Background: an optimization exercise with open tools, aiming at small area, a short achievable clock period and few clock cycles per item. Do not read the settings as production practice.
Where RTL was checked, it was by simulation tests only, not by an equivalence proof against the original.
The RTL of run 2 was laid out without a check of its function.
Power and IR drop assume default switching activity.

--- design.v ---
module csum_unit #(
    parameter [15:0] RXB         = 16'h4000,
    parameter [15:0] TXB         = 16'h8000,
    parameter [15:0] RXBUF_SIZE  = 16'd1536,
    parameter [15:0] TXBUF_SIZE  = 16'd1536
) (
    input  wire        clk,
    input  wire        rst,           
    input  wire        cmd_valid,
    output wire        cmd_ready,
    input  wire [31:0] cmd_seed,
    input  wire [15:0] cmd_addr,
    input  wire [15:0] cmd_len,
    output wire        mem_req,
    input  wire        mem_gnt,
    output wire [13:0] mem_waddr,
    input  wire [31:0] mem_rdata,
    output wire        rsp_valid,
    output wire        rsp_err,
    output wire [15:0] rsp_sum
);
    reg        idle;       
    reg        busy;       
    reg        chk;        
    reg        chk2;       
    reg        reqv;       
    reg        first;      
    reg        dvalid;     
    reg        dfirst;     
    reg        dlast;      
    reg        rlast;      
    reg        g;          
    reg        f1;         
    reg        f2;         
    reg        rspv;
    reg        err;        
    reg        rerr;       
    reg        pre_ok;     
    reg        sel;        
    reg [1:0]  a_lo;       
    reg [10:0] l;          
    reg [8:0]  w;          
    reg [31:0] r;          
    reg [15:0] acc_lo;
    reg [15:0] acc_hi;
    reg [1:0]  cy;         
    wire [11:0] ta = {1'b0, w, a_lo};
    wire [11:0] tb = {1'b0, l};
    wire [12:0] t  = {1'b0, ~(ta ^ tb)} + {(ta | tb), 1'b0};
    wire        ok = pre_ok && (!t[12] || (!t[11] && !(t[10] && t[9])));
    wire        zero = (l == 11'd0);
    wire        none = chk && zero;
    wire gnt      = reqv && mem_gnt;
    wire single   = (l[10:3] == 8'd0) && ({1'b0, l[2:0]} + {2'b00, a_lo} <= 4'd4);
    wire last_now = chk ? single : (w == l[10:2]);
    wire accept   = !busy && cmd_valid;
    reg  [8:0] w_all;      
    integer k;
    always @(*) begin
        w_all[0] = 1'b1;
        for (k = 1; k < 9; k = k + 1)
            w_all[k] = w_all[k-1] & w[k-1];
    end
    wire [8:0] w_n = w ^ (w_all & {9{gnt}});
    wire [3:0] m_lo = dfirst ? (4'b1111 << a_lo) : 4'b1111;
    wire [3:0] m_hi = dlast  ? (4'b1111 >> (2'd3 - l[1:0])) : 4'b1111;
    wire [3:0] m    = {4{dvalid && !err}} & m_lo & m_hi;
    wire [3:0] ms   = m & {4{!a_lo[0]}};                      
    wire [3:0] mx   = {m[2], m[3], m[0], m[1]} & {4{a_lo[0]}};  
    wire [31:0] rd  = mem_rdata;
    wire [31:0] rdx = {rd[23:16], rd[31:24], rd[7:0], rd[15:8]};
    wire [15:0] hi_n = acc_hi + {14'd0, cy};
    wire        inj  = g || (chk && zero);
    wire [31:0] r_n  = (rd  & {{8{ms[3]}}, {8{ms[2]}}, {8{ms[1]}}, {8{ms[0]}}}) |
                       (rdx & {{8{mx[3]}}, {8{mx[2]}}, {8{mx[1]}}, {8{mx[0]}}}) |
                       {16'd0, hi_n[7:0], hi_n[15:8]} & {32{inj}};
    wire [15:0] w0   = {r[7:0], r[15:8]};
    wire [15:0] w1   = {r[23:16], r[31:24]};
    wire [15:0] cs_s = acc_lo ^ w0 ^ w1;
    wire [15:0] cs_c = (acc_lo & w0) | (acc_lo & w1) | (w0 & w1);
    wire [17:0] lo_n = {2'd0, cs_s} + {1'd0, cs_c, f2 & cy[0]};
    always @(posedge clk) begin
        r      <= r_n;
        dfirst <= first;
        dlast  <= last_now;
        acc_hi <= !busy ? cmd_seed[31:16] : hi_n;
        cy     <= !busy ? 2'd0 : lo_n[17:16];
        if (!busy)
            acc_lo <= cmd_seed[15:0];
        else if (chk2 && err)
            acc_lo <= 16'd0;
        else
            acc_lo <= lo_n[15:0];
        if (!busy) begin
            pre_ok <= ((cmd_addr[15:11] == 5'b01000) || (cmd_addr[15:11] == 5'b10000)) &&
                      (cmd_len[15:11] == 5'd0);
            sel    <= cmd_addr[15];
            a_lo   <= cmd_addr[1:0];
        end
        if (!busy)
            l <= cmd_len[10:0];
        else if (chk)
            l <= t[10:0];
        w <= !busy ? cmd_addr[10:2] : w_n;
        if (chk)
            err <= !ok;
        rerr <= chk2 && err;
    end
    always @(posedge clk) begin
        if (rst) begin
            idle   <= 1'b1;
            busy   <= 1'b0;
            chk    <= 1'b0;
            chk2   <= 1'b0;
            reqv   <= 1'b0;
            dvalid <= 1'b0;
            rlast  <= 1'b0;
            g      <= 1'b0;
            f1     <= 1'b0;
            f2     <= 1'b0;
            rspv   <= 1'b0;
        end else begin
            chk    <= accept;
            chk2   <= chk;
            dvalid <= gnt && !none;
            rlast  <= dvalid && dlast && !err;
            g      <= rlast;
            f1     <= g || (chk && zero);
            f2     <= f1 && !err;
            rspv   <= f2 || (chk2 && err);
            if (accept) begin
                idle  <= 1'b0;
                busy  <= 1'b1;
                reqv  <= 1'b1;
                first <= 1'b1;
            end
            if (rspv) begin
                idle <= 1'b1;
                busy <= 1'b0;
            end
            if (gnt) begin
                first <= 1'b0;
                if (last_now)
                    reqv <= 1'b0;
            end
            if (none || (chk2 && err))
                reqv <= 1'b0;
        end
    end
    assign cmd_ready = idle;
    assign mem_req   = reqv;
    assign mem_waddr = {sel, ~sel, 3'b000, w};
    assign rsp_valid = rspv;
    assign rsp_err   = rerr;
    assign rsp_sum   = acc_lo;
endmodule
--- flow/run.sh ---
#!/bin/bash
export BUFFER_PORTS_ARGS="-buffer_cell sky130_fd_sc_hd__buf_1"
export SETUP_SLACK_MARGIN=7.1
bash standard.sh > standard.log 2>&1
--- standard.sh ---
#!/bin/bash
# synth_recipe.tcl (not shown) runs the flow's synth.tcl, then flattens the netlist and writes it again
# the make line also repeats each setting of config.mk as NAME=value (left out here)
make -C /OpenROAD-flow-scripts/flow DESIGN_CONFIG=/design/flow/config.mk WORK_HOME=/design/flow/orfs CLKGATE_MAP_FILE= SYNTH_SCRIPT=/design/flow/synth_recipe.tcl "${@:-finish}"
--- config.mk ---
export PLATFORM = sky130hd
export DESIGN_NAME = csum_unit
export DESIGN_NICKNAME = csum_unit
export VERILOG_FILES = /design/flow/design.v
export SDC_FILE = /design/flow/constraint.sdc
export NUM_CORES = 4
export LEC_CHECK = 0
export CAP_MARGIN = 20
export CORE_MARGIN = 2
export CORE_UTILIZATION = 60
export SLEW_MARGIN = 20
--- constraint.sdc ---
create_clock -name core_clock -period 10.0 [get_ports {clk}]
set_input_delay 2.0000 -clock core_clock [delete_from_list [all_inputs] [get_ports {clk}]]
set_output_delay 2.0000 -clock core_clock [all_outputs]
set_load 0.01 [all_outputs]
==> results of run 1 <==
==> worst paths after layout <==
path | from | to | slack [ns]
worst max-delay path | sel$_DFFE_PN_ | mem_waddr[12] | 7.05
worst min-delay path | first$_SDFFCE_PP0P_ | dfirst$_DFF_P_ | 0.36
worst max register to register | l[1]$_DFFE_PP_ | err$_DFFE_PP_ | 7.21
worst min register to register | first$_SDFFCE_PP0P_ | dfirst$_DFF_P_ | 0.36
==> area by class of cell <==
| type | instances | area [sq um] | share of cell area [%] |
|---|---|---|---|
| Tap cell | 133 | 166 | 2.32 |
| Clock buffer | 9 | 124 | 1.73 |
| Multi-Input combinational cell | 443 | 3460 | 48.2 |
| Sequential cell | 106 | 2330 | 32.5 |
| Clock inverter | 7 | 60.1 | 0.837 |
| Inverter | 64 | 240 | 3.35 |
| Timing Repair Buffer | 157 | 793 | 11.0 |
==> Yosys cell counts, types with 17 or more instances <==
cell type	number
a21oi_1	48
dfxtp_1	89
edfxtp_1	17
fa_1	20
ha_1	42
inv_1	61
nand2_1	32
nor2_1	40
o21ai_1	20
xnor2_1	23
xor2_1	17
==> what timing repair did <==
action	4_1_cts	5_1_grt
gates resized for setup	58	19
setup endpoints to repair	31	31
pin swaps	0	1
setup buffers	10	16
==> per-stage QoR <==
step / std cells / worst slack [ns] / power [mW] / hold slack (ns)
finish: 919 / 7.05 / 1.28 / 0.356
global route: 919 / 7.01 / 1.36 / 0.371
CTS: 903 / 7.03 / 1.25 / 0.358
detailed placement: 877 / 6.75 / 0.985 / 0.334
global placement: 877 / 6.78 / 0.970 / 0.326
floorplan: 631 / 7.03 / 0.875 / 0.323
==> metal layers <==
layer | vias to the layer above | GRT usage (%) | part of all wire (%) | routed length (microns)
li1 | 2542 | - | - | -
met1 | 2488 | 39.6 | 45 | 6870
met2 | 227 | 44.7 | 45 | 6900
met3 | 24 | 6.95 | 8.7 | 1350
met4 | 0 | 9.36 | 1.8 | 279
met5 | - | 0 | 0 | 0
==> worst max-delay path, cell delays in order, from the launching register on <==
cell and delay, ns:
edfxtp_1 0.39, inv_1 0.06, buf_2 0.12
==> power groups by stage <==
stage	sequential [mW]	clock [mW]	combinational, mW
2_1_floorplan	0.521	0	0.354
3_3_place_gp	0.523	0	0.447
3_5_place_dp	0.525	0	0.461
4_1_cts	0.514	0.260	0.479
5_1_grt	0.519	0.279	0.567
6_report	0.514	0.255	0.511
==> logic make-up (layout without fill, tap and decap cells) <==
group / count (synthesis) / after routing / share of synthesized area, %
compound gates: 176 / 176 / 20.4
xor+xnor: 40 / 40 / 5.80
fa+ha+maj: 62 / 62 / 15.3
buf+inv: 82 / 237 / 5.39
flops: 106 / 106 / 38.0
mux: 12 / 12 / 2.22
other cells: 1 / 3 / 0.0621
simple gates: 150 / 150 / 12.9
==> state kept, by name (all words and copies together), names as in the netlist, 2 cells and up <==
signal  cells
l          11
w           9
a_lo        2
acc_hi     16
cy          2
r          32
acc_lo     16
==> qor.txt, run 1 <==
Placed instance area - 6630 sq um
WS Path Type - register to output pin
Yosys reg bits - 106
Maximum vdd drop - 185 uV
Post-synthesis cell area - 6040 sq um
Net Sw Frac - 36.4%
Dpl hpwl - 11700 microns
Number of enable-type register cells in the synthesized netlist - 17
Leading area contributor after synthesis - dfxtp_1
Layout Skew - 0.0115 ns
Synth unique cells - 72
Antenna Cells - 0
Initial antenna violation count - 0
GP Congestion - 0.912
Share of the synthesized area in the top cell type - 29.5%
Leading cell types in the layout, fill and taps excluded - 100 x buf_1, 61 x inv_1, 60 x dfxtp_1
Reg clk slew, reported paths - 0.10 ns
Pleak - 3.08 nW
Layout area overhead - 18.9%
DR vias - 5281
Synth warnings - 1
Final core occ - 73.5%
Max-cap violations - 0
Cells after synthesis - 629
H-tree levels - 3
Most common cell after layout, fill and taps aside - buf_1
Post-synth ARST share - 0%
GR Overflow Total - 0
Hold Vio Cnt, Final - 0
Most used DFF post-synth - dfxtp_1
Vias/cell - 5.75
TritonCTS buffer count - 9
Row cnt - 36
Max-slew violations - 0
Insertion delay to the later sink of the worst-skew pair - 0.39 ns
Avg Inst Size Synth - 9.60 sq um
Fin crit share - 29.5%
DRC viols - 0
HP Class - register to register
Comb pwr share - 39.9%
Seq pwr share - 40.1%
Type of origin of the critical path - register
Total wire length - 15400 microns
Post-CTS Hold Fix Bufs - 0
Drt initial violations - 238
CP Max Fanout - 2
Setup TNS - 0 ns
Share of post-route cells with drive strength above 1 - 17.9%
Vias in the first global route - 5030
Critical Path AT - 0.95 ns
Design Area, Final - 7180 sq um
Core footprint - 9770 sq um
Die height - 104 microns
Cell Int Power - 814 uW
Hold-critical path depth - 0
# nets final - 943
Power per standard cell area - 178 nW/um^2
Final setup fails - 0
Drt pass-1 iters - 4
Unrepaired setup endpoints after global routing - yes
Post-route ant nets - 0
I/O Pins - 134
Sequential element share of the synthesized area - 38.0%
Status - complete, no violations
Clock Power Share - 19.9%
Max Clock Freq - 0.339 GHz
CTS tree - done
Critical path endpoint category - output pin
Top cells by area, synth - dfxtp_1 30%, ha_1 8.7%, edfxtp_1 8.5%
Largest net degree at the start of global routing - 66
PortBufs - 130
Wire per inst - 16.7 microns
CP Data Required Time - 8.00 ns
Worst R2R Path Depth - 12
Psw - 467 uW
# fillers - 771
GRT Overall Usage - 28.8%
Max_slew headroom - 39.6%
Worst-Margin Slew - 0.900 ns
Die W - 104 microns
Max clock buf depth - 2
Initial Utilization - 61.8%
Clock Sink Count - 106
Clk root buf - clkbuf_8
Min cycle time layout - 2.95 ns
First-pass GRT wire length - 24500 microns
Die area - 10900 sq um
Testbench counts, summed over its fixed seeds: cycles 64,474, items 512.
==> inputs of run 2 (changes only) <==
--- a/design.v
+++ b/design.v
@@ -34,2 +34,3 @@
     reg        f2;         
+    reg        nc;         
     reg        rspv;
@@ -107,2 +108,4 @@
         rerr <= chk2 && err;
+        if (inj)
+            nc <= (acc_lo[15:12] != 4'hf) && (acc_hi[15:11] == 5'd0);
     end
@@ -128,4 +131,4 @@
             f1     <= g || (chk && zero);
-            f2     <= f1 && !err;
-            rspv   <= f2 || (chk2 && err);
+            f2     <= f1 && !err && !nc;
+            rspv   <= (f1 && nc) || f2 || (chk2 && err);
             if (accept) begin
--- a/config.mk
+++ b/config.mk
@@ -9,3 +9,3 @@
 export CORE_MARGIN = 2
-export CORE_UTILIZATION = 60
+export CORE_UTILIZATION = 40
 export SLEW_MARGIN = 20
==> run 2 against run 1 <==
  * Still clean
  * Wire length rose by 5.7%
  * Maximum frequency increased by 1.5%
  * Critical path depth stayed put
  * Flip-flop and latch count up 1
  * Register-to-register slack better by 0.06 ns
  * Cell count up 4.5%
  * Combinational power shrank 6.7%
  * Sequential power increased by 1%
  * Critical endpoint unchanged
  * Largest cell class unchanged
==> qor.txt, run 2 <==
Critical path endpoint category - output pin
Critical R2R Capture - l[9]$_DFFE_PP_
Psw - 472 uW (+1.1%)
Number of enable-type register cells in the synthesized netlist - 18 (+1)
Total Power - 1.36 mW (+6.3%)
Critical path's top delay family - flip-flops
Status - complete, no violations
Most common cell after layout, fill and taps aside - buf_1
Most used DFF post-synth - dfxtp_1
Max_slew headroom - 29.9% (-9.7 points)
Hold Vio Cnt, Final - 0 (unchanged)
Core footprint - 15000 sq um (+54%)
Clock Power Share - 26.7% (+6.8 points)
Row cnt - 45 (+25%)
Max Clock Freq - 0.344 GHz (+1.5%)
Slowest-stage cell, CP - edfxtp_1
Most flop-heavy register - r
Layout Skew - 0.0110 ns (-0.000446 ns)
Avg Inst Size Synth - 9.62 sq um (+0.20%)
Dpl hpwl - 12800 microns (+9.6%)
Min cycle time layout - 2.90 ns (-0.0427 ns)
Sequential element share of the synthesized area - 38.0% (+0.056 points)
Reg2reg start - l[1]$_DFFE_PP_
Cells after synthesis - 635 (+0.95%)
Most frequent cells after synthesis - 89 x dfxtp_1, 62 x inv_1, 50 x a21oi_1
Initial antenna violation count - 2 (+2)
TritonCTS buffer count - 9 (unchanged)
First-pass GRT wire length - 25600 microns (+4.2%)
Buffers plus inverters on the worst setup path - 2 (unchanged)
Clock Sink Count - 107 (+0.94%)
CP Max Fanout - 2 (unchanged)
Die W - 128 microns (+22%)
HP Class - register to register
Max reg flops - 32 (unchanged)
Type of origin of the critical path - register
DR vias - 5082 (-3.8%)
Wire per inst - 16.9 microns (+1.1%)
# nets final - 929 (-1.5%)
Antenna Cells - 0 (unchanged)
Slowest stage delay, CP - 0.38 ns (about the same)
Reg clk slew, reported paths - 0.08 ns (-0.02 ns)
Post-synth ARST share - 0% (unchanged)
Max-cap violations - 0 (unchanged)
Layout area overhead - 18.0%
Unrepaired setup endpoints after global routing - yes
Fin crit share - 29.0% (-0.43 points)
Max-slew violations - 0 (unchanged)
Initial Utilization - 40.6% (-21 points)
WS Path Type - register to output pin
Final core occ - 47.9% (-26 points)
Worst R2R Path Depth - 12 (unchanged)
Cell Int Power - 889 uW (+9.3%)
Share of the synthesized area in the top cell type - 29.2% (-0.34 points)
Total wire length - 16300 microns (+5.7%)
GR Overflow Total - 0 (unchanged)
Synth unique cells - 74 (+2.8%)
Top cells by area, synth - dfxtp_1 29%, edfxtp_1 8.9%, ha_1 8.6%
Worst-Margin Slew - 1.05 ns (+0.147 ns)
Setup TNS - 0 ns (unchanged)
CP cell instances - inv_1, buf_2
Power per standard cell area - 189 nW/um^2 (+5.9%)
DRC viols - 0 (unchanged)
Drt pass-1 iters - 5 (+1)
Biggest regs - r (32), acc_hi (16), acc_lo (16)
Leading area contributor after synthesis - dfxtp_1
CTS tree - done
Leading cell types in the layout, fill and taps excluded - 100 x buf_1, 67 x dfxtp_1, 62 x inv_1
PortBufs - 130 (unchanged)
Hold Crit Start - first$_SDFFCE_PP0P_
Die area - 16300 sq um (+50%)
Post-synthesis cell area - 6110 sq um (+1.2%)
Comb pwr share - 35.1% (-4.8 points)
Insertion delay to the later sink of the worst-skew pair - 0.35 ns (-0.04 ns)
GRT Overall Usage - 20.4% (-8.4 points)
H-tree levels - 3 (unchanged)
Net Sw Frac - 34.7% (-1.8 points)
Worst R2R Setup Slack - 7.27 ns (+0.06 ns)
Largest net degree at the start of global routing - 53 (-20%)
Vias/cell - 5.29 (-7.9%)
Share of post-route cells with drive strength above 1 - 14.8% (-3.2 points)
Clk root buf - clkbuf_16
GP Congestion - 0.919 (+0.75%)
Synth warnings - 1 (unchanged)
Post-route ant nets - 0 (unchanged)
Vias in the first global route - 5046 (+0.32%)
Maximum vdd drop - 127 uV (-32%)
Worst Hold End - dfirst$_DFF_P_
Die height - 128 microns (+22%)
Drt initial violations - 306 (+29%)
Yosys reg bits - 107 (+0.94%)
Max clock buf depth - 2 (unchanged)
Seq pwr share - 38.3% (-1.8 points)
Critical Path AT - 0.90 ns (-0.05 ns)
Hold-critical path depth - 0 (unchanged)
Most common cell in the netlist - dfxtp_1
Pleak - 3.05 nW (-0.94%)
# fillers - 1486 (+93%)
CP Data Required Time - 8.00 ns (about the same)
Post-CTS Hold Fix Bufs - 0 (unchanged)
I/O Pins - 134 (unchanged)
Final setup fails - 0 (unchanged)
==> run 2: power groups by stage <==
stage	Clock (mW)	Combinational, mW	Sequential, mW
3_5_place_dp	0	0.461	0.530
6_report	0.363	0.477	0.521
2_1_floorplan	0	0.350	0.527
3_3_place_gp	0	0.449	0.529
4_1_cts	0.371	0.468	0.522
5_1_grt	0.385	0.539	0.527
==> run 2: cells by family (layout without fill, tap and decap cells) <==
family	Yosys count	count (layout)	share of synthesized area, %
adder cells (fa/ha/maj)	62	62	15.2
flip-flops	107	107	38.0
XOR/XNOR	40	40	5.74
multiplexers	12	12	2.19
AO/OA/AOI/OAI	177	177	20.3
other	1	3	0.0614
AND/OR/NAND/NOR	153	153	13.1
buffers and inverters	83	218	5.39
==> run 2: how the worst max path moves through the flow <==
| stage | from | end | slack, ns | depth (start not counted) |
|---|---|---|---|---|
| floorplan | mem_gnt | w[8]$_DFF_P_ | 7.03 | 6 |
| global placement | mem_gnt | w[8]$_DFF_P_ | 6.81 | 7 |
| detailed placement | mem_gnt | w[8]$_DFF_P_ | 6.77 | 7 |
| CTS | sel$_DFFE_PN_ | mem_waddr[12] | 7.07 | 2 |
| global route | sel$_DFFE_PN_ | mem_waddr[12] | 7.05 | 2 |
| finish | sel$_DFFE_PN_ | mem_waddr[12] | 7.10 | 2 |
==> run 2: worst register-to-register path, cell delays in order, from the launching register on <==
cell and delay (ns):
edfxtp_1 0.42, inv_1 0.13, ha_1 0.25, inv_1 0.07, ha_2 0.20, inv_1 0.06, fa_1 0.41, nor2b_2 0.19
o31ai_2 0.09, a21boi_2 0.19, nor2_1 0.07, xnor2_1 0.12, mux2_2 0.26
==> run 2: through the flow <==
| step | instances | hold slack (ns) | cell area, sq um | worst slack (ns) |
|---|---|---|---|---|
| final | 960 | 0.339 | 7210 | 7.10 |
| after global routing | 960 | 0.352 | 7210 | 7.05 |
| after floorplan | 637 | 0.323 | 6120 | 7.03 |
| after detailed placement | 938 | 0.327 | 6770 | 6.77 |
| after global placement | 938 | 0.328 | 6770 | 6.81 |
| after CTS | 954 | 0.349 | 7100 | 7.07 |
==> run 2: routing by layer <==
metal  GRT usage (%)  share of wire [%]
met5               0               0.17
met4            4.27               0.56
met3            5.44                5.9
met2            33.8                 47
met1            26.8                 46
==> run 2: final cells by class <==
| class | instances | area, sq um | area share, % |
|---|---|---|---|
| clock buffers | 10 | 250 | 3.47 |
| flip-flops and latches | 107 | 2360 | 32.7 |
| clock inverters | 6 | 56.3 | 0.781 |
| repair buffers | 137 | 586 | 8.12 |
| multi-input cells | 447 | 3480 | 48.3 |
| well taps | 188 | 235 | 3.26 |
| inverters | 65 | 244 | 3.38 |
==> run 2: timing repair <==
item / in CTS / in global routing
endpoints found under the setup margin: 20 / 32
pin swaps: 0 / 6
resized for setup: 23 / 36
buffers inserted: 0 / 5
==> inputs of run 3 (changes only) <==
--- a/design.v
+++ b/design.v
@@ -31,6 +31,5 @@
     reg        rlast;      
-    reg        g;          
     reg        f1;         
     reg        f2;         
-    reg        nc;         
+    reg        wq;         
     reg        rspv;
@@ -73,6 +72,6 @@
     wire [15:0] hi_n = acc_hi + {14'd0, cy};
-    wire        inj  = g || (chk && zero);
+    wire        inj  = rlast || (chk && zero);
     wire [31:0] r_n  = (rd  & {{8{ms[3]}}, {8{ms[2]}}, {8{ms[1]}}, {8{ms[0]}}}) |
                        (rdx & {{8{mx[3]}}, {8{mx[2]}}, {8{mx[1]}}, {8{mx[0]}}}) |
-                       {16'd0, hi_n[7:0], hi_n[15:8]} & {32{inj}};
+                       ({6'd0, lo_n[17:16], 8'd0, hi_n[7:0], hi_n[15:8]} & {32{inj}});
     wire [15:0] w0   = {r[7:0], r[15:8]};
@@ -81,3 +80,7 @@
     wire [15:0] cs_c = (acc_lo & w0) | (acc_lo & w1) | (w0 & w1);
-    wire [17:0] lo_n = {2'd0, cs_s} + {1'd0, cs_c, f2 & cy[0]};
+    wire [17:0] lo_n = {2'd0, cs_s} + {1'd0, cs_c, f2 && (cy[1] || (cy[0] && !wq))};
+    wire [15:0] fh   = {r[7:0], r[15:8]};
+    wire        fwr  = ((fh == 16'hffff) && (r[25:24] != 2'd0)) ||
+                       ((fh == 16'hfffe) && r[25]);
+    wire        nc   = (acc_lo[15:12] != 4'hf) && (fh[15:11] == 5'd0);
     always @(posedge clk) begin
@@ -108,4 +111,3 @@
         rerr <= chk2 && err;
-        if (inj)
-            nc <= (acc_lo[15:12] != 4'hf) && (acc_hi[15:11] == 5'd0);
+        wq <= fwr;
     end
@@ -120,3 +122,2 @@
             rlast  <= 1'b0;
-            g      <= 1'b0;
             f1     <= 1'b0;
@@ -129,4 +130,3 @@
             rlast  <= dvalid && dlast && !err;
-            g      <= rlast;
-            f1     <= g || (chk && zero);
+            f1     <= rlast || (chk && zero);
             f2     <= f1 && !err && !nc;
==> run 3 against run 2 <==
  * Die area barely moved
  * Largest cell class unchanged
  * Still clean on timing, DRC and antenna
  * Global-route usage grew 0.67 points
  * Via count rose by 4.4%
  * Non-clock buffer count is 4 higher
  * Flip-flop and latch count fell by 1
  * Combinational power shrank 4.2%
  * Total power down 2.9%
  * Highest routed layer is now met4
  * Largest power group unchanged
==> qor.txt, run 3 <==
Status - complete, no violations
Hold Crit Start - first$_SDFFCE_PP0P_
CTS tree - done
Drt pass-1 iters - 5 (unchanged)
I/O Pins - 134 (unchanged)
Critical Path AT - 0.92 ns (+0.02 ns)
DRC viols - 0 (unchanged)
Leading cell types in the layout, fill and taps excluded - 101 x buf_1, 63 x dfxtp_1, 59 x inv_1
Synth warnings - 1 (unchanged)
Post-route ant nets - 0 (unchanged)
Vias in the first global route - 5208 (+3.2%)
Number of enable-type register cells in the synthesized netlist - 17 (-1)
Main combinational cell family by area after synthesis - compound AO/OA/AOI/OAI gates
Hold-critical path depth - 0 (unchanged)
Clk root buf - clkbuf_16
Synth Area in XOR/XNOR - 5.73% (about the same)
Type of origin of the critical path - register
Wire per inst - 17.2 microns (+1.5%)
Multiplexer share of the synthesized area - 1.64% (-0.55 points)
Most common cell after layout, fill and taps aside - buf_1
Sequential element share of the synthesized area - 37.5% (-0.51 points)
Largest net degree at the start of global routing - 64 (+21%)
Insertion delay to the later sink of the worst-skew pair - 0.36 ns (about the same)
Worst R2R Path Depth - 11 (-1)
Min cycle time layout - 2.92 ns (+0.0193 ns)
Launch point of the critical path - sel$_DFFE_PN_
Antenna Cells - 0 (unchanged)
Avg Inst Size Synth - 9.36 sq um (-2.7%)
Top cells by area, synth - dfxtp_1 29%, ha_1 8.6%, edfxtp_1 8.4%
PortBufs - 130 (unchanged)
Power per standard cell area - 183 nW/um^2 (-2.9%)
Hold Vio Cnt, Final - 0 (unchanged)
Setup ws final - 7.08 ns (-0.0193 ns)
Max-cap violations - 0 (unchanged)
Leading area contributor after synthesis - dfxtp_1
Cells after synthesis - 653 (+2.8%)
Worst R2R Setup Slack - 7.12 ns (-0.15 ns)
CP Max Fanout - 2 (unchanged)
Worst-Margin Slew - 0.818 ns (-0.230 ns)
Reg2reg start - l[0]$_DFFE_PP_
HP Class - register to register
Most flop-heavy register - r
Layout Skew - 0.0123 ns (+0.00125 ns)
Post-CTS Hold Fix Bufs - 0 (unchanged)
Initial Utilization - 40.5% (-0.13 points)
Fin crit share - 29.2% (+0.19 points)
GP Congestion - 0.939 (+2.2%)
Yosys reg bits - 106 (-0.93%)
Post-synthesis cell area - 6110 sq um (about the same)
Clock Sink Count - 106 (-0.93%)
Final setup fails - 0 (unchanged)
WS Path Type - register to output pin
CP Data Required Time - 8.00 ns (about the same)
Unrepaired setup endpoints after global routing - yes
Total wire length - 16800 microns (+3.5%)
Critical path endpoint category - output pin
# nets final - 948 (+2.0%)
Worst slack, placed - 6.76 ns (-0.0118 ns)
Initial antenna violation count - 0 (-2)
Max_slew headroom - 45.4% (+16 points)
Biggest regs - r (32), acc_hi (16), acc_lo (16)
Die height - 128 microns (about the same)
Post-synthesis compound-gate area fraction - 19.9% (-0.44 points)
Critical R2R Capture - err$_DFFE_PP_
Most used DFF post-synth - dfxtp_1
Adder-Cell Fraction of Synth Area - 15.2% (about the same)
Layout area overhead - 18.1% (about the same)
Worst Hold End - dfirst$_DFF_P_
Vias/cell - 5.42 (+2.4%)
Post-synthesis simple-gate area fraction - 14.6% (+1.5 points)
Post-synth ARST share - 0% (unchanged)
Max-slew violations - 0 (unchanged)
Max clock buf depth - 2 (unchanged)
Die area - 16300 sq um (about the same)
Max Clock Freq - 0.342 GHz (-0.66%)
Setup TNS - 0 ns (unchanged)
Die W - 128 microns (about the same)
Most common cell in the netlist - dfxtp_1
Row cnt - 45 (unchanged)
Most frequent cells after synthesis - 89 x dfxtp_1, 59 x inv_1, 48 x a21oi_1
Maximum vdd drop - 123 uV (-2.8%)
First-pass GRT wire length - 26600 microns (+4.1%)
Dpl hpwl - 13000 microns (+1.6%)
GRT Overall Usage - 21.0% (+0.67 points)
Max reg flops - 32 (unchanged)
# fillers - 1501 (+1.0%)
Reg clk slew, reported paths - 0.08 ns (about the same)
TritonCTS buffer count - 9 (unchanged)
DR vias - 5307 (+4.4%)
GR Overflow Total - 0 (unchanged)
Share of post-route cells with drive strength above 1 - 13.8% (-0.99 points)
Share of the synthesized area in the top cell type - 29.2% (about the same)
Synth unique cells - 74 (unchanged)
Pleak - 2.95 nW (-3.2%)
Drt initial violations - 482 (+58%)
Core footprint - 15100 sq um (+0.37%)
H-tree levels - 3 (unchanged)
## run 3: changes by cell type after synthesis, sizes merged, moves of 4 or more
| cell | change |
|---|---|
| nor3 | +10 |
| o21ai | +8 |
| nand3 | +5 |
| a21o | -4 |
| a21oi | -4 |
| nand4 | +4 |
| nor2b | -4 |
| or3 | +4 |
## run 3: worst max path at each step
stage / to / slack (ns) / depth (start not counted)
global placement: w[8]$_DFF_P_ / 6.78 / 7
detailed placement: w[8]$_DFF_P_ / 6.76 / 7
global route: err$_DFFE_PP_ / 6.96 / 11
floorplan: w[8]$_DFF_P_ / 7.00 / 6
CTS: mem_waddr[12] / 7.07 / 2
finish: mem_waddr[12] / 7.08 / 2
## run 3: logic make-up (layout without fill, tap and decap cells)
group / Yosys count / in the layout
simple gates: 172 / 172
fa+ha+maj: 62 / 62
xor+xnor: 40 / 40
flops: 106 / 106
other cells: 1 / 3
buf+inv: 83 / 219
compound gates: 180 / 180
mux: 9 / 9
## run 3: critical path: stages, from the launching register on
cell,delay (ns)
edfxtp_1,0.38
inv_1,0.06
buf_2,0.12
## run 3: power breakdown
group          internal (mW)  total, mW  switching (mW)
Combinational          0.198      0.457           0.259
Sequential             0.482      0.516          0.0341
Clock                  0.179      0.349           0.170
Total                  0.859       1.32           0.463
## run 3: through the flow
step                      util, %  power [mW]  cell area, sq um  cells  hold slack (ns)
final                        47.8        1.32              7210    979            0.383
after detailed placement     44.8       0.963              6760    954            0.354
after global placement       44.8       0.950              6760    954            0.358
after floorplan                 -       0.848              6120    655            0.323
after global routing         47.8        1.41              7210    979            0.384
after CTS                    47.1        1.32              7110    972            0.375
## run 3: area by class of cell
class	count	area [sq um]	area share [%]
sequential	106	2340	32.4
multi-input combinational	466	3510	48.6
tap	188	235	3.26
clock buffer	10	239	3.31
timing repair buffer	141	613	8.50
clock inverter	6	48.8	0.676
inverter	62	233	3.23
## run 3: per-layer routing
metal / GRT usage [%] / part of all wire [%]
met1: 28.4 / 46
met2: 33.7 / 46
met3: 4.27 / 5.9
met4: 7.11 / 1.8
met5: 0 / 0
## run 3: repair_timing
| action | in CTS | in global routing |
|---|---|---|
| buffers inserted | 2 | 7 |
| setup endpoints to repair | 27 | 28 |
| resized for setup | 38 | 26 |
| pin swaps | 0 | 7 |
Testbench counts of run 3, summed over its fixed seeds: cycles 63,482, items 512.
==> inputs of run 4 (changes only) <==
==> flow/run.sh (replaced) <==
#!/bin/bash
export BUFFER_PORTS_ARGS="-buffer_cell sky130_fd_sc_hd__buf_1"
export SETUP_SLACK_MARGIN=7.05
bash standard.sh > standard.log 2>&1
==> run 4 against run 3 <==
  * Worst setup slack lost 0.0031 ns
  * Largest cell class unchanged
  * Wire length shrank 0.87%
  * Sequential power is essentially flat
  * First-iteration DRC count shrank 12%
  * Clock power is essentially flat
  * Clock skew shrank 0.0013 ns
  * Still clean
  * Non-clock buffer count shrank 1
  * Total power shrank 0.46%
  * Highest routed layer unchanged
  * Critical path type unchanged
  * Utilization shrank 0.51 points
==> qor.txt, run 4 <==
Maximum vdd drop - 126 uV (+2.3%)
Worst R2R Setup Slack - 7.15 ns (+0.03 ns)
Die height - 128 microns (unchanged)
Most used DFF post-synth - dfxtp_1
Critical Path AT - 0.93 ns (about the same)
Yosys reg bits - 106 (unchanged)
Final setup fails - 0 (unchanged)
Max-slew violations - 0 (unchanged)
Unrepaired setup endpoints after global routing - yes
Min cycle time layout - 2.93 ns (+0.00309 ns)
Max clock buf depth - 2 (unchanged)
Insertion delay to the later sink of the worst-skew pair - 0.36 ns (about the same)
Final core occ - 47.3% (-0.51 points)
GRT Overall Usage - 21.0% (-0.045 points)
Antenna Cells - 0 (unchanged)
Dpl hpwl - 13000 microns (unchanged)
Power per standard cell area - 184 nW/um^2 (+0.61%)
Setup TNS - 0 ns (unchanged)
Hold-critical path depth - 0 (unchanged)
Most common cell in the netlist - dfxtp_1
PortBufs - 130 (unchanged)
Core footprint - 15100 sq um (unchanged)
Clock Sink Count - 106 (unchanged)
Hold Vio Cnt, Final - 0 (unchanged)
HP Class - register to register
Multi-input gate area - 3500 sq um (-0.11%)
Critical R2R Capture - err$_DFFE_PP_
Worst Hold End - dfirst$_DFF_P_
H-tree levels - 3 (unchanged)
Critical path endpoint category - output pin
Design Area, Final - 7140 sq um (-1.1%)
Worst-Margin Slew - 0.845 ns (+0.0272 ns)
Vias/cell - 5.39 (-0.58%)
Hold slack - 0.384 ns (+0.00120 ns)
Max Clock Freq - 0.342 GHz (-0.11%)
Setup ws final - 7.07 ns (-0.00309 ns)
Leading area contributor after synthesis - dfxtp_1
# nets final - 947 (-0.11%)
I/O Pins - 134 (unchanged)
# fillers - 1506 (+0.33%)
Synth unique cells - 74 (unchanged)
Avg Inst Size Synth - 9.36 sq um (unchanged)
Layout Skew - 0.0110 ns (-0.00130 ns)
Pleak - 2.87 nW (-2.8%)
Die W - 128 microns (unchanged)
First-pass GRT wire length - 26600 microns (-0.21%)
Most flop-heavy register - r
Top cells by area, synth - dfxtp_1 29%, ha_1 8.6%, edfxtp_1 8.4%
Max_slew headroom - 43.6% (-1.8 points)
WS Path Type - register to output pin
Clk root buf - clkbuf_16
Row cnt - 45 (unchanged)
Post-route ant nets - 0 (unchanged)
Reg2reg start - l[0]$_DFFE_PP_
GP Congestion - 0.939 (unchanged)
CP Data Required Time - 8.00 ns (about the same)
Biggest regs - r (32), acc_hi (16), acc_lo (16)
Worst slack, placed - 6.76 ns (unchanged)
CP Max Fanout - 2 (unchanged)
Max reg flops - 32 (unchanged)
Initial Utilization - 40.5% (unchanged)
TritonCTS buffer count - 9 (unchanged)
Post-synth ARST share - 0% (unchanged)
Drt pass-1 iters - 5 (unchanged)
Number of enable-type register cells in the synthesized netlist - 17 (unchanged)
Reg clk slew, reported paths - 0.08 ns (about the same)
Status - complete, no violations
Post-synthesis cell area - 6110 sq um (unchanged)
Wire per inst - 17.0 microns (-0.77%)
Share of the synthesized area in the top cell type - 29.2% (unchanged)
Die area - 16300 sq um (unchanged)
Total wire length - 16700 microns (-0.87%)
Sequential element share of the synthesized area - 37.5% (unchanged)
Initial antenna violation count - 0 (unchanged)
Fin crit share - 29.3% (+0.031 points)
GR Overflow Total - 0 (unchanged)
Type of origin of the critical path - register
DRC viols - 0 (unchanged)
Synth warnings - 1 (unchanged)
Most frequent cells after synthesis - 89 x dfxtp_1, 59 x inv_1, 48 x a21oi_1
DR vias - 5271 (-0.68%)
Drt initial violations - 426 (-12%)
Placed instance area - 6760 sq um (unchanged)
Most common cell after layout, fill and taps aside - buf_1
Cells after synthesis - 653 (unchanged)
CTS tree - done
Vias in the first global route - 5178 (-0.58%)
Storage cell area - 2310 sq um (-1.2%)
Max-cap violations - 0 (unchanged)
Layout area overhead - 16.8%
Worst R2R Path Depth - 11 (unchanged)
Share of post-route cells with drive strength above 1 - 8.86% (-4.9 points)
Largest net degree at the start of global routing - 64 (unchanged)
Hold Crit Start - first$_SDFFCE_PP0P_
Leading cell types in the layout, fill and taps excluded - 125 x buf_1, 76 x dfxtp_1, 59 x inv_1
-- run 4: cell counts after synthesis --
Identical to the previous run, type by type.
-- run 4: per-stage QoR --
stage / cells / power, mW
2_1_floorplan: 655 / 0.848
3_3_place_gp: 954 / 0.950
3_5_place_dp: 954 / 0.963
4_1_cts: 971 / 1.31
5_1_grt: 978 / 1.40
6_report: 978 / 1.32
-- run 4: how the worst max path moves through the flow --
stage | startpoint | end | slack (ns) | cells past startpoint
after global routing | l[0]$_DFFE_PP_ | err$_DFFE_PP_ | 7.00 | 11
after detailed placement | mem_gnt | w[8]$_DFF_P_ | 6.76 | 7
after floorplan | mem_gnt | w[8]$_DFF_P_ | 7.00 | 6
after global placement | mem_gnt | w[8]$_DFF_P_ | 6.78 | 7
after CTS | l[1]$_DFFE_PP_ | err$_DFFE_PP_ | 7.02 | 11
final | sel$_DFFE_PN_ | mem_waddr[12] | 7.07 | 2
-- run 4: layout make-up --
| type | count | area share, % |
|---|---|---|
| Multi-Input combinational cell | 466 | 49.1 |
| Sequential cell | 106 | 32.3 |
| Timing Repair Buffer | 140 | 7.98 |
| Clock buffer | 10 | 3.35 |
| Tap cell | 188 | 3.30 |
| Inverter | 62 | 3.26 |
| Clock inverter | 6 | 0.684 |
-- run 4: power breakdown --
part           switching, mW  total, mW  internal [mW]
sequential            0.0340      0.515          0.481
clock                  0.170      0.349          0.179
combinational          0.258      0.452          0.194
-- run 4: critical path, stage by stage (launching register included) --
cell,delay (ns)
edfxtp_1,0.39
inv_1,0.06
buf_2,0.12
-- run 4: cells by family after synthesis --
kind of cell	count (synthesis)	synth area share (%)
mux	9	1.64
buf+inv	83	5.41
simple gates	172	14.6
xor+xnor	40	5.73
fa+ha+maj	62	15.2
flops	106	37.5
compound gates	180	19.9
other cells	1	0.0614
-- run 4: what timing repair did --
| item | CTS | global route |
|---|---|---|
| resized for setup | 7 | 12 |
| endpoints found under the setup margin | 8 | 12 |
| pin swaps | 0 | 6 |
| hold buffers | 0 | 0 |
| buffers inserted | 1 | 7 |
-- run 4: metal layers --
layer / up-vias / global-route usage [%] / wire length [microns]
met5: - / 0 / 0
met4: 0 / 6.85 / 345
met3: 30 / 4.27 / 985
met2: 156 / 33.7 / 7620
met1: 2480 / 28.4 / 7730
li1: 2605 / - / -
==> inputs of run 5 (changes only) <==
==> flow/run.sh (replaced) <==
#!/bin/bash
export BUFFER_PORTS_ARGS="-buffer_cell sky130_fd_sc_hd__buf_1"
export SETUP_SLACK_MARGIN=7.0
bash standard.sh > standard.log 2>&1
--- a/config.mk
+++ b/config.mk
@@ -10,2 +10,3 @@
 export CORE_UTILIZATION = 40
+export GPL_TIMING_DRIVEN = 0
 export SLEW_MARGIN = 20
==> run 5 against run 4 <==
  * Via count rose by 1.9%
  * Register-to-register slack worse by 0.07 ns
  * First-iteration DRC count down 15%
  * Non-clock buffer count is 15 higher
  * Critical path depth did not move
  * Total power rose by 0.82%
  * Design area up 0.61%
  * Utilization is 0.29 points higher
  * Clock power up 2%
  * Area after synthesis did not move
  * Still clean
  * Maximum frequency decreased by 2.5%
  * Worst hold slack worse by 0.026 ns
==> qor.txt, run 5 <==
Most common cell in the netlist - dfxtp_1
Slowest-stage cell, CP - edfxtp_1
Worst R2R Path Depth - 11 (unchanged)
Post-synth ARST share - 0% (unchanged)
Post-CTS Hold Fix Bufs - 0 (unchanged)
Insertion delay to the later sink of the worst-skew pair - 0.36 ns (about the same)
Avg Inst Size Synth - 9.36 sq um (unchanged)
Most frequent cells after synthesis - 89 x dfxtp_1, 59 x inv_1, 48 x a21oi_1
I/O Pins - 134 (unchanged)
Non-filler cells, final - 993 (+1.5%)
Clk root buf - clkbuf_16
Core footprint - 15100 sq um (unchanged)
Post-route ant nets - 0 (unchanged)
Hold slack - 0.358 ns (-0.0258 ns)
Drt pass-1 iters - 5 (unchanged)
Worst R2R Setup Slack - 7.08 ns (-0.07 ns)
# nets final - 962 (+1.6%)
Biggest regs - r (32), acc_hi (16), acc_lo (16)
HP Class - register to register
Vias/cell - 5.41 (+0.40%)
Final setup fails - 0 (unchanged)
Worst slack, placed - 6.74 ns (-0.0162 ns)
Setup ws final - 7.00 ns (-0.0748 ns)
CP Data Required Time - 8.00 ns (about the same)
Slowest stage delay, CP - 0.38 ns (about the same)
Reg clk slew, reported paths - 0.08 ns (about the same)
GRT Overall Usage - 21.9% (+0.94 points)
Vias in the first global route - 5306 (+2.5%)
Maximum vdd drop - 105 uV (-17%)
Critical R2R Capture - err$_DFFE_PP_
GR Overflow Total - 0 (unchanged)
Synth unique cells - 74 (unchanged)
WS Path Type - register to output pin
Hold Vio Cnt, Final - 0 (unchanged)
Min cycle time layout - 3.00 ns (+0.0748 ns)
Max clock buf depth - 2 (unchanged)
Antenna Cells - 0 (unchanged)
Power per standard cell area - 185 nW/um^2 (+0.21%)
Sequential element share of the synthesized area - 37.5% (unchanged)
Dpl hpwl - 13600 microns (+5.0%)
Clock Sink Count - 106 (unchanged)
Pleak - 2.88 nW (+0.48%)
Hold Crit Start - first$_SDFFCE_PP0P_
CTS tree - done
Layout Skew - 0.00928 ns (-0.00169 ns)
Max_slew headroom - 43.1% (-0.53 points)
Status - complete, no violations
DRC viols - 0 (unchanged)
Buffers plus inverters on the worst setup path - 2 (unchanged)
Critical path endpoint category - output pin
Placed insts - 973 (+2.0%)
Initial antenna violation count - 0 (unchanged)
CP Max Fanout - 2 (unchanged)
Row cnt - 45 (unchanged)
Unrepaired setup endpoints after global routing - yes
Largest net degree at the start of global routing - 19 (-70%)
Most flop-heavy register - r
Wire per inst - 17.5 microns (+2.4%)
CP cell instances - buf_4, buf_6
Die height - 128 microns (unchanged)
Launch point of the critical path - sel$_DFFE_PN_
Most common cell after layout, fill and taps aside - buf_1
First-pass GRT wire length - 27400 microns (+3.3%)
Max reg flops - 32 (unchanged)
# fillers - 1451 (-3.7%)
Yosys reg bits - 106 (unchanged)
Fin crit share - 30.0% (+0.75 points)
Synth warnings - 1 (unchanged)
Layout area overhead - 17.5%
Most used DFF post-synth - dfxtp_1
Max Clock Freq - 0.333 GHz (-2.5%)
Share of the synthesized area in the top cell type - 29.2% (unchanged)
DR vias - 5373 (+1.9%)
Critical path's top delay family - flip-flops
Type of origin of the critical path - register
Post-synthesis cell area - 6110 sq um (unchanged)
Worst Hold End - dfirst$_DFF_P_
Critical Path AT - 1.00 ns (+0.07 ns)
Share of post-route cells with drive strength above 1 - 7.08% (-1.8 points)
H-tree levels - 3 (unchanged)
Number of enable-type register cells in the synthesized netlist - 17 (unchanged)
PortBufs - 130 (unchanged)
Top cells by area, synth - dfxtp_1 29%, ha_1 8.6%, edfxtp_1 8.4%
GP Congestion - 0.931 (-0.80%)
Die W - 128 microns (unchanged)
Setup TNS - 0 ns (unchanged)
Total Power - 1.33 mW (+0.82%)
Cells after synthesis - 653 (unchanged)
Reg2reg start - a_lo[0]$_DFFE_PN_
Die area - 16300 sq um (unchanged)
Total wire length - 17300 microns (+3.9%)
Worst-Margin Slew - 0.854 ns (+0.00912 ns)
Hold-critical path depth - 0 (unchanged)
Leading cell types in the layout, fill and taps excluded - 129 x buf_1, 86 x dfxtp_1, 59 x inv_1
Initial Utilization - 40.5% (unchanged)
Max-slew violations - 0 (unchanged)
Drt initial violations - 363 (-15%)
TritonCTS buffer count - 9 (unchanged)
Leading area contributor after synthesis - dfxtp_1
Max-cap violations - 0 (unchanged)
==> run 5: cell counts after synthesis <==
No cell type changed its count.
==> run 5: power breakdown <==
group          internal [mW]  switching [mW]  total [mW]
sequential             0.480          0.0322       0.512
clock                  0.187           0.167       0.355
combinational          0.195           0.265       0.460
==> run 5: area by class of cell <==
class	count	area, sq um	share of cell area, %
timing repair buffer	134	527	7.34
buffer	21	97.6	1.36
tap	188	235	3.28
multi-input combinational	466	3500	48.7
inverter	62	233	3.24
clock buffer	11	254	3.54
clock inverter	5	41.3	0.575
sequential	106	2300	32.0
==> run 5: through the flow <==
stage	area [sq um]	util [%]
CTS	7160	47.4
detailed placement	6840	45.3
global route	7180	47.6
floorplan	6120	-
global placement	6840	45.3
finish	7180	47.6
==> run 5: worst max-delay path by stage <==
stage,end,slack [ns],cells past startpoint
2_1_floorplan,w[8]$_DFF_P_,7.00,6
3_3_place_gp,w[8]$_DFF_P_,6.73,7
3_5_place_dp,w[8]$_DFF_P_,6.74,7
4_1_cts,mem_waddr[13],6.98,2
5_1_grt,mem_waddr[13],6.94,2
6_report,mem_waddr[13],7.00,2
==> run 5: cells by family after synthesis <==
kind of cell | count (synthesis) | synth area share (%)
DFF | 106 | 37.5
other | 1 | 0.0614
and+or+nand+nor | 172 | 14.6
AOI/OAI and AO/OA | 180 | 19.9
buffers and inverters | 83 | 5.41
xor gates and xnor gates | 40 | 5.73
adders and majority gates | 62 | 15.2
muxes | 9 | 1.64
==> run 5: what timing repair did <==
action | CTS | global route
setup endpoints to repair | 3 | 5
setup buffers | 2 | 2
gates resized for setup | 3 | 5
==> run 5: per-layer routing <==
| metal | routed length [microns] | track usage (%) | vias to the layer above |
|---|---|---|---|
| li1 | - | - | 2636 |
| met3 | 1200 | 4.86 | 31 |
| met4 | 389 | 7.63 | 0 |
| met2 | 8090 | 35.7 | 195 |
| met5 | 0 | 0 | - |
| met1 | 7660 | 28.8 | 2511 |
==> inputs of run 6 (changes only) <==
--- a/config.mk
+++ b/config.mk
@@ -10,3 +10,3 @@
 export CORE_UTILIZATION = 40
-export GPL_TIMING_DRIVEN = 0
+export PLACE_DENSITY = 0.75
 export SLEW_MARGIN = 20
==> run 6 against run 5 <==
  * Critical endpoint is now rsp_sum[13]
  * Count of clock-buffer cells in the layout down 2
  * Synthesized cell count unchanged
  * Design area down 0.98%
  * Flip-flop and latch count unchanged
  * Worst setup slack better by 0.041 ns
  * Wire length down 7.4%
  * Still clean
  * Clock skew up 0.0042 ns
==> qor.txt, run 6 <==
Status - complete, no violations
WS Path Type - register to output pin
Total wire length - 16100 microns (-7.4%)
Post-synth ARST share - 0% (unchanged)
Synth warnings - 1 (unchanged)
Row cnt - 45 (unchanged)
Critical Path AT - 0.96 ns (-0.04 ns)
HP Class - register to register
Setup ws final - 7.04 ns (+0.0408 ns)
Worst slack, placed - 6.77 ns (+0.0316 ns)
CTS tree - done
Unrepaired setup endpoints after global routing - yes
Number of enable-type register cells in the synthesized netlist - 17 (unchanged)
Leading area contributor after synthesis - dfxtp_1
Buffers plus inverters on the worst setup path - 1 (-1)
Most common cell after layout, fill and taps aside - buf_1
Critical path's top delay family - flip-flops
Clock Sink Count - 106 (unchanged)
Final setup fails - 0 (unchanged)
CP cell instances - buf_1
Die area - 16300 sq um (unchanged)
# fillers - 1473 (+1.5%)
Largest net degree at the start of global routing - 64 (+45)
Fin crit share - 29.6% (-0.41 points)
Layout Skew - 0.0135 ns (+0.00425 ns)
Reg clk slew, reported paths - 0.08 ns (about the same)
Setup TNS - 0 ns (unchanged)
Avg Inst Size Synth - 9.36 sq um (unchanged)
Max-slew violations - 0 (unchanged)
GR Overflow Total - 0 (unchanged)
CP Data Required Time - 8.00 ns (about the same)
Max clock buf depth - 2 (unchanged)
Drt pass-1 iters - 5 (unchanged)
Max Clock Freq - 0.338 GHz (+1.4%)
Pleak - 2.84 nW (-1.6%)
# nets final - 945 (-1.8%)
Slowest stage delay, CP - 0.40 ns (+0.02 ns)
TritonCTS buffer count - 9 (unchanged)
Post-route ant nets - 0 (unchanged)
Hold Vio Cnt, Final - 0 (unchanged)
Layout area overhead - 16.4%
Most common cell in the netlist - dfxtp_1
Final core occ - 47.1% (-0.46 points)
First-pass GRT wire length - 25400 microns (-7.3%)
Initial Utilization - 40.5% (unchanged)
Initial antenna violation count - 0 (unchanged)
Wire per inst - 16.4 microns (-5.8%)
Max reg flops - 32 (unchanged)
Share of the synthesized area in the top cell type - 29.2% (unchanged)
Leading cell types in the layout, fill and taps excluded - 130 x buf_1, 84 x dfxtp_1, 58 x inv_1
GP Congestion - 0.883 (-5.2%)
Worst-Margin Slew - 0.793 ns (-0.0611 ns)
Cells after synthesis - 653 (unchanged)
Yosys reg bits - 106 (unchanged)
Insertion delay to the later sink of the worst-skew pair - 0.36 ns (about the same)
Critical path endpoint category - output pin
Maximum vdd drop - 123 uV (+17%)
Min cycle time layout - 2.96 ns (-0.0408 ns)
Placed instance area - 6760 sq um (-1.2%)
I/O Pins - 134 (unchanged)
Design Area, Final - 7110 sq um (-0.98%)
Post-CTS Hold Fix Bufs - 0 (unchanged)
Vias in the first global route - 5083 (-4.2%)
Share of post-route cells with drive strength above 1 - 7.36% (+0.28 points)
Post-synthesis cell area - 6110 sq um (unchanged)
CP Max Fanout - 3 (+1)
GRT Overall Usage - 20.0% (-2.0 points)
Max_slew headroom - 47.1% (+4.0 points)
Most frequent cells after synthesis - 89 x dfxtp_1, 59 x inv_1, 48 x a21oi_1
Clk root buf - clkbuf_16
H-tree levels - 3 (unchanged)
DR vias - 5271 (-1.9%)
Biggest regs - r (32), acc_hi (16), acc_lo (16)
DRC viols - 0 (unchanged)
Synth unique cells - 74 (unchanged)
Slowest-stage cell, CP - dfxtp_1
Die height - 128 microns (unchanged)
Antenna Cells - 0 (unchanged)
Die W - 128 microns (unchanged)
Most used DFF post-synth - dfxtp_1
Drt initial violations - 351 (-3.3%)
Power per standard cell area - 185 nW/um^2 (+0.36%)
PortBufs - 130 (unchanged)
Most flop-heavy register - r
Core footprint - 15100 sq um (unchanged)
Sequential element share of the synthesized area - 37.5% (unchanged)
Type of origin of the critical path - register
Vias/cell - 5.40 (-0.19%)
Max-cap violations - 0 (unchanged)
Dpl hpwl - 12400 microns (-8.8%)
Top cells by area, synth - dfxtp_1 29%, ha_1 8.6%, edfxtp_1 8.4%
-- run 6: cell types whose count changed in the layout (fill, tap and decap cells not counted), moves of 2 or more --
cell | before | now
dfxtp_2 | 3 | 5
clkbuf_1 | 14 | 0
ha_1 | 42 | 40
dfxtp_1 | 86 | 84
buf_2 | 4 | 0
-- run 6: layout make-up --
class	count	area (sq um)	share of cell area, %
Clock inverter	7	58.8	0.827
Clock buffer	9	225	3.17
Tap cell	188	235	3.31
Inverter	62	233	3.27
Multi-Input combinational cell	466	3510	49.4
Sequential cell	106	2300	32.3
Timing Repair Buffer	138	548	7.71
-- run 6: where the power goes --
group	leakage [nW]	internal, mW	switching (mW)
registers	0.904	0.480	0.0328
clock network	0.140	0.174	0.177
logic	1.79	0.200	0.255
total	2.84	0.854	0.465
-- run 6: cells by family after synthesis --
group	synth area share, %
and+or+nand+nor	14.6
other	0.0614
buffers and inverters	5.41
DFF	37.5
muxes	1.64
xor gates and xnor gates	5.73
adders and majority gates	15.2
AOI/OAI and AO/OA	19.9
-- run 6: per-stage QoR --
stage | hold WS, ns | power (mW) | std cells
4_1_cts | 0.364 | 1.31 | 971
6_report | 0.364 | 1.32 | 976
5_1_grt | 0.385 | 1.41 | 976
3_5_place_dp | 0.346 | 0.957 | 954
2_1_floorplan | 0.323 | 0.848 | 655
3_3_place_gp | 0.347 | 0.946 | 954
-- run 6: worst paths after layout --
check,end,cells past startpoint,from,slack (ns)
worst max-delay path,rsp_sum[13],1,acc_lo[13]$_DFF_P_,7.04
worst min-delay path,dfirst$_DFF_P_,0,first$_SDFFCE_PP0P_,0.36
worst max register to register,err$_DFFE_PP_,11,l[1]$_DFFE_PP_,7.05
worst min register to register,dfirst$_DFF_P_,0,first$_SDFFCE_PP0P_,0.36
-- run 6: timing repair --
item / 4_1_cts / 5_1_grt
endpoints found under the setup margin: 2 / 4
buffers inserted: 1 / 5
resized for setup: 1 / 7
pin swaps: 0 / 4
-- run 6: metal layers --
layer / vias up / track usage, % / routed length, microns
li1: 2596 / - / -
met1: 2491 / 25.5 / 7290
met2: 161 / 33.3 / 7550
met3: 23 / 5.07 / 987
met4: 0 / 5.88 / 226
met5: - / 0 / 0
==> inputs of run 7 (changes only) <==
--- a/config.mk
+++ b/config.mk
@@ -10,3 +10,2 @@
 export CORE_UTILIZATION = 40
-export PLACE_DENSITY = 0.75
 export SLEW_MARGIN = 20
==> run 7 against run 6 <==
  * Still clean
  * Combinational power about the same
  * Wire length up 2.8%
  * Die area unchanged
  * Critical path depth unchanged
  * Critical path type unchanged
==> qor.txt, run 7 <==
Critical Path AT - 0.93 ns (-0.03 ns)
Maximum vdd drop - 117 uV (-4.5%)
Critical path's top delay family - flip-flops
Synth warnings - 1 (unchanged)
Yosys reg bits - 106 (unchanged)
Initial antenna violation count - 0 (unchanged)
Fin crit share - 29.3% (-0.30 points)
Die area - 16300 sq um (unchanged)
Max-cap violations - 0 (unchanged)
Status - complete, no violations
Clock Power Share - 26.0% (-0.6 points)
Reg2reg start - l[1]$_DFFE_PP_
Final core occ - 47.0% (-0.10 points)
Hold Vio Cnt, Final - 0 (unchanged)
Placed insts - 954 (unchanged)
GP Congestion - 0.941 (+6.6%)
Row cnt - 45 (unchanged)
Cell Int Power - 856 uW (+0.24%)
Max Clock Freq - 0.341 GHz (+1.0%)
Biggest regs - r (32), acc_hi (16), acc_lo (16)
Cells after synthesis - 653 (unchanged)
Avg Inst Size Synth - 9.36 sq um (unchanged)
CP Data Required Time - 8.00 ns (about the same)
Comb pwr share - 34.7% (+0.2 points)
Largest net degree at the start of global routing - 64 (unchanged)
# nets final - 945 (unchanged)
Post-route ant nets - 0 (unchanged)
Type of origin of the critical path - register
Psw - 453 uW (-2.6%)
Vias in the first global route - 5077 (-0.12%)
Total Power - 1.31 mW (-0.76%)
Dpl hpwl - 12800 microns (+3.3%)
Pleak - 2.84 nW (about the same)
Total wire length - 16500 microns (+2.8%)
Initial Utilization - 40.5% (unchanged)
Most used DFF post-synth - dfxtp_1
Synth unique cells - 74 (unchanged)
Hold Crit Start - first$_SDFFCE_PP0P_
Worst slack, placed - 6.78 ns (+0.00549 ns)
DRC viols - 0 (unchanged)
Drt pass-1 iters - 5 (unchanged)
Buffers plus inverters on the worst setup path - 1 (unchanged)
PortBufs - 130 (unchanged)
Core footprint - 15100 sq um (unchanged)
Drt initial violations - 384 (+9.4%)
Layout area overhead - 16.1%
H-tree levels - 3 (unchanged)
Post-synthesis cell area - 6110 sq um (unchanged)
Leading cell types in the layout, fill and taps excluded - 129 x buf_1, 83 x dfxtp_1, 59 x inv_1
Clock Sink Count - 106 (unchanged)
Antenna Cells - 0 (unchanged)
Max reg flops - 32 (unchanged)
First-pass GRT wire length - 25600 microns (+0.84%)
Critical path endpoint category - output pin
Vias/cell - 5.40 (about the same)
Reg clk slew, reported paths - 0.07 ns (about the same)
Top cells by area, synth - dfxtp_1 29%, ha_1 8.6%, edfxtp_1 8.4%
HP Class - register to register
Worst R2R Path Depth - 11 (unchanged)
Slowest-stage cell, CP - dfxtp_1
Worst R2R Setup Slack - 7.12 ns (+0.07 ns)
Max-slew violations - 0 (unchanged)
Most common cell in the netlist - dfxtp_1
TritonCTS buffer count - 9 (unchanged)
Critical R2R Capture - err$_DFFE_PP_
CP Max Fanout - 4 (+1)
Post-synth ARST share - 0% (unchanged)
Post-CTS Hold Fix Bufs - 0 (unchanged)
Layout Skew - 0.0116 ns (-0.00192 ns)
Min cycle time layout - 2.93 ns (-0.0301 ns)
Sequential element share of the synthesized area - 37.5% (unchanged)
WS Path Type - register to output pin
Share of post-route cells with drive strength above 1 - 7.23% (-0.13 points)
CP cell instances - buf_1
DR vias - 5270 (-0.019%)
Leading area contributor after synthesis - dfxtp_1
Most common cell after layout, fill and taps aside - buf_1
Most flop-heavy register - r
Insertion delay to the later sink of the worst-skew pair - 0.36 ns (about the same)
Non-filler cells, final - 976 (unchanged)
Most frequent cells after synthesis - 89 x dfxtp_1, 59 x inv_1, 48 x a21oi_1
Slowest stage delay, CP - 0.40 ns (about the same)
Setup ws final - 7.07 ns (+0.0301 ns)
Setup TNS - 0 ns (unchanged)
Max clock buf depth - 2 (unchanged)
Number of enable-type register cells in the synthesized netlist - 17 (unchanged)
Hold-critical path depth - 0 (unchanged)
Worst-Margin Slew - 0.814 ns (+0.0211 ns)
Die height - 128 microns (unchanged)
Final setup fails - 0 (unchanged)
GR Overflow Total - 0 (unchanged)
GRT Overall Usage - 20.4% (+0.45 points)
Unrepaired setup endpoints after global routing - yes
Net Sw Frac - 34.6% (-0.65 points)
Power per standard cell area - 184 nW/um^2 (-0.55%)
CTS tree - done
Die W - 128 microns (unchanged)
Share of the synthesized area in the top cell type - 29.2% (unchanged)
Clk root buf - clkbuf_16
Wire per inst - 16.9 microns (+2.8%)
Seq pwr share - 39.3% (+0.4 points)
I/O Pins - 134 (unchanged)
Max_slew headroom - 45.6% (-1.4 points)
Worst Hold End - dfirst$_DFF_P_
-- run 7: cell counts after synthesis --
Identical to the previous run, type by type.
-- run 7: worst max path at each step --
stage                          to  depth (start not counted)               start
floorplan            w[8]$_DFF_P_                          6             mem_gnt
CTS                   rsp_sum[12]                          1  acc_lo[12]$_DFF_P_
finish               mem_waddr[5]                          1        w[5]$_DFF_P_
global placement     w[8]$_DFF_P_                          7             mem_gnt
global route        err$_DFFE_PP_                         11      l[1]$_DFFE_PP_
detailed placement   w[8]$_DFF_P_                          7             mem_gnt
-- run 7: power groups by stage --
stage | Clock (mW) | Sequential (mW) | Combinational [mW]
2_1_floorplan | 0 | 0.519 | 0.330
3_3_place_gp | 0 | 0.523 | 0.427
3_5_place_dp | 0 | 0.524 | 0.436
4_1_cts | 0.349 | 0.515 | 0.440
5_1_grt | 0.363 | 0.520 | 0.514
6_report | 0.340 | 0.515 | 0.454
-- run 7: cells by family after synthesis --
kind of cell,after synthesis,share of synthesized area (%)
buffers and inverters,83,5.41
DFF,106,37.5
other,1,0.0614
xor gates and xnor gates,40,5.73
AOI/OAI and AO/OA,180,19.9
adders and majority gates,62,15.2
muxes,9,1.64
and+or+nand+nor,172,14.6
-- run 7: final cells by class --
type,count,area [sq um]
fillers,1528,7990
multi-input cells,466,3500
flip-flops and latches,106,2300
repair buffers,138,549
clock buffers,11,243
well taps,188,235
inverters,62,233
clock inverters,5,36.3
-- run 7: layer usage --
layer / part of all wire [%] / up-vias / track usage (%)
li1: - / 2603 / -
met1: 47 / 2473 / 27.6
met2: 45 / 168 / 32.6
met3: 5.8 / 26 / 4.73
met4: 2.0 / 0 / 6.14
met5: 0 / - / 0
-- run 7: what timing repair did --
| item | CTS | global route |
|---|---|---|
| pin swaps | 0 | 3 |
| endpoints found under the hold margin | 0 | 0 |
| setup endpoints to repair | 2 | 6 |
| setup buffers | 1 | 5 |
| gates resized for setup | 1 | 8 |
-- run 7: metrics by stage --
| stage | cell area (sq um) | hold slack (ns) |
|---|---|---|
| after floorplan | 6120 | 0.323 |
| after global placement | 6760 | 0.362 |
| after detailed placement | 6760 | 0.366 |
| after CTS | 7050 | 0.390 |
| after global routing | 7100 | 0.401 |
| final | 7100 | 0.383 |
==> inputs of run 8 (changes only) <==
==> flow/run.sh (replaced) <==
#!/bin/bash
export BUFFER_PORTS_ARGS="-buffer_cell sky130_fd_sc_hd__buf_1"
export SETUP_SLACK_MARGIN=6.9
bash standard.sh > standard.log 2>&1
==> run 8 against run 7 <==
  * Still clean on timing, DRC and antenna
  * Clock skew barely moved
  * Utilization fell by 0.28 points
  * Critical path type unchanged
  * Cell count fell by 0.41%
==> qor.txt, run 8 <==
Row cnt - 45 (unchanged)
Setup ws final - 7.01 ns (-0.0580 ns)
PortBufs - 130 (unchanged)
Hold slack - 0.383 ns (-0.000306 ns)
Metal2 WL - 7430 microns (about the same)
Critical Path AT - 0.99 ns (+0.06 ns)
Metal3 WL - 1000 microns (+5.0%)
Most used DFF post-synth - dfxtp_1
Layout Skew - 0.0116 ns (+0.0000205 ns)
Clock Power Share - 26.2% (+0.2 points)
Total Power - 1.30 mW (-0.89%)
Number of enable-type register cells in the synthesized netlist - 17 (unchanged)
Post-synthesis cell area - 6110 sq um (unchanged)
Seq pwr share - 39.7% (+0.4 points)
Leading area contributor after synthesis - dfxtp_1
Critical path endpoint category - output pin
Yosys reg bits - 106 (unchanged)
Initial Utilization - 40.5% (unchanged)
Sequential element share of the synthesized area - 37.5% (unchanged)
Maximum vdd drop - 115 uV (-2.0%)
Final setup fails - 0 (unchanged)
DRC viols - 0 (unchanged)
Cells after synthesis - 653 (unchanged)
PostCTS Resize Cnt - 0 (-1)
Synth warnings - 1 (unchanged)
Psw - 451 uW (-0.43%)
Layout area overhead - 15.4%
Max-cap violations - 0 (unchanged)
Comb pwr share - 34.1% (-0.6 points)
Drt initial violations - 451 (+17%)
Share of post-route cells with drive strength above 1 - 5.74% (-1.5 points)
Clock Sink Count - 106 (unchanged)
Reg clk slew, reported paths - 0.07 ns (about the same)
Net Sw Frac - 34.8% (+0.16 points)
Max clock buf depth - 2 (unchanged)
DR vias - 5281 (+0.21%)
Most common cell in the netlist - dfxtp_1
Antenna Cells - 0 (unchanged)
Max Clock Freq - 0.335 GHz (-1.9%)
Insertion delay to the later sink of the worst-skew pair - 0.36 ns (about the same)
Critical path's top delay family - flip-flops
Post-synth ARST share - 0% (unchanged)
Max reg flops - 32 (unchanged)
Die height - 128 microns (unchanged)
I/O Pins - 134 (unchanged)
Post-route ant nets - 0 (unchanged)
Type of origin of the critical path - register
Clk root buf - clkbuf_16
Most common cell after layout, fill and taps aside - buf_1
Pleak - 2.82 nW (-0.71%)
GRT Overall Usage - 20.4% (about the same)
Buffers plus inverters on the worst setup path - 1 (unchanged)
Slowest stage delay, CP - 0.45 ns (+0.05 ns)
CTS tree - done
Die area - 16300 sq um (unchanged)
M1 WL - 7760 microns (-0.19%)
Fin crit share - 29.9% (+0.58 points)
Total wire length - 16500 microns (+0.13%)
Largest net degree at the start of global routing - 64 (unchanged)
Worst-Margin Slew - 0.807 ns (-0.00691 ns)
# nets final - 941 (-0.42%)
Most frequent cells after synthesis - 89 x dfxtp_1, 59 x inv_1, 48 x a21oi_1
CP Data Required Time - 8.00 ns (about the same)
Cell Int Power - 846 uW (-1.1%)
Min cycle time layout - 2.99 ns (+0.0580 ns)
Hold Vio Cnt, Final - 0 (unchanged)
Die W - 128 microns (unchanged)
Synth unique cells - 74 (unchanged)
Leading cell types in the layout, fill and taps excluded - 130 x buf_1, 88 x dfxtp_1, 59 x inv_1
Initial antenna violation count - 0 (unchanged)
TritonCTS buffer count - 9 (unchanged)
Dpl hpwl - 12800 microns (unchanged)
# fillers - 1530 (+0.13%)
Vias/cell - 5.43 (+0.62%)
HP Class - register to register
WS Path Type - register to output pin
H-tree levels - 3 (unchanged)
Setup TNS - 0 ns (unchanged)
First-pass GRT wire length - 25600 microns (-0.11%)
Max-slew violations - 0 (unchanged)
Unrepaired setup endpoints after global routing - no
Biggest regs - r (32), acc_hi (16), acc_lo (16)
Avg Inst Size Synth - 9.36 sq um (unchanged)
CP Max Fanout - 6 (+2)
Top cells by area, synth - dfxtp_1 29%, ha_1 8.6%, edfxtp_1 8.4%
Wire per inst - 17.0 microns (+0.55%)
Most flop-heavy register - r
Worst slack, placed - 6.78 ns (unchanged)
Max_slew headroom - 46.1% (+0.46 points)
GR Overflow Total - 0 (unchanged)
Vias in the first global route - 5065 (-0.24%)
Slowest-stage cell, CP - dfxtp_1
Power per standard cell area - 184 nW/um^2 (-0.29%)
Status - complete, no violations
Share of the synthesized area in the top cell type - 29.2% (unchanged)
GP Congestion - 0.941 (unchanged)
Drt pass-1 iters - 5 (unchanged)
Core footprint - 15100 sq um (unchanged)
DR top layer - met4
CP cell instances - buf_1
run 8: cell count changes in the layout (fill, tap and decap cells not counted), sizes merged:
cell  previous run  this run
buf            138       134
run 8: logic make-up (layout without fill, tap and decap cells):
group	Yosys count	count (layout)	synth area share, %
compound gates	180	180	19.9
xor+xnor	40	40	5.73
fa+ha+maj	62	62	15.2
buf+inv	83	212	5.41
flops	106	106	37.5
mux	9	9	1.64
other cells	1	3	0.0614
simple gates	172	172	14.6
run 8: worst paths after layout:
check,from,endpoint,slack (ns),depth (start not counted)
worst max register to register,l[1]$_DFFE_PP_,err$_DFFE_PP_,7.08,11
worst max-delay path,w[4]$_DFF_P_,mem_waddr[4],7.01,1
worst min register to register,first$_SDFFCE_PP0P_,dfirst$_DFF_P_,0.38,0
worst min-delay path,first$_SDFFCE_PP0P_,dfirst$_DFF_P_,0.38,0
run 8: metrics by stage:
stage | utilization (%) | instances | area, sq um
2_1_floorplan | - | 655 | 6120
3_3_place_gp | 44.8 | 954 | 6760
3_5_place_dp | 44.8 | 954 | 6760
4_1_cts | 46.6 | 970 | 7040
5_1_grt | 46.7 | 972 | 7050
6_report | 46.7 | 972 | 7050
run 8: timing repair:
item,in CTS,in global routing
setup buffers,0,2
endpoints found under the setup margin,0,1
hold buffers,0,0
run 8: metal layers:
metal	track usage [%]	up-vias
li1	-	2592
met1	27.6	2492
met2	32.5	172
met3	4.73	25
met4	6.14	0
met5	0	-
run 8: layout make-up:
class | count | area, sq um | area share [%]
Multi-Input combinational cell | 466 | 3490 | 49.5
Tap cell | 188 | 235 | 3.34
Inverter | 62 | 233 | 3.30
Clock inverter | 5 | 36.3 | 0.514
Timing Repair Buffer | 134 | 518 | 7.34
Sequential cell | 106 | 2290 | 32.5
Clock buffer | 11 | 243 | 3.44
run 8: power groups by stage:
stage	clock network (mW)	registers [mW]	logic, mW
final	0.340	0.514	0.442
after global routing	0.363	0.519	0.502
after CTS	0.349	0.515	0.439
after detailed placement	0	0.524	0.436
after global placement	0	0.523	0.427
after floorplan	0	0.519	0.330
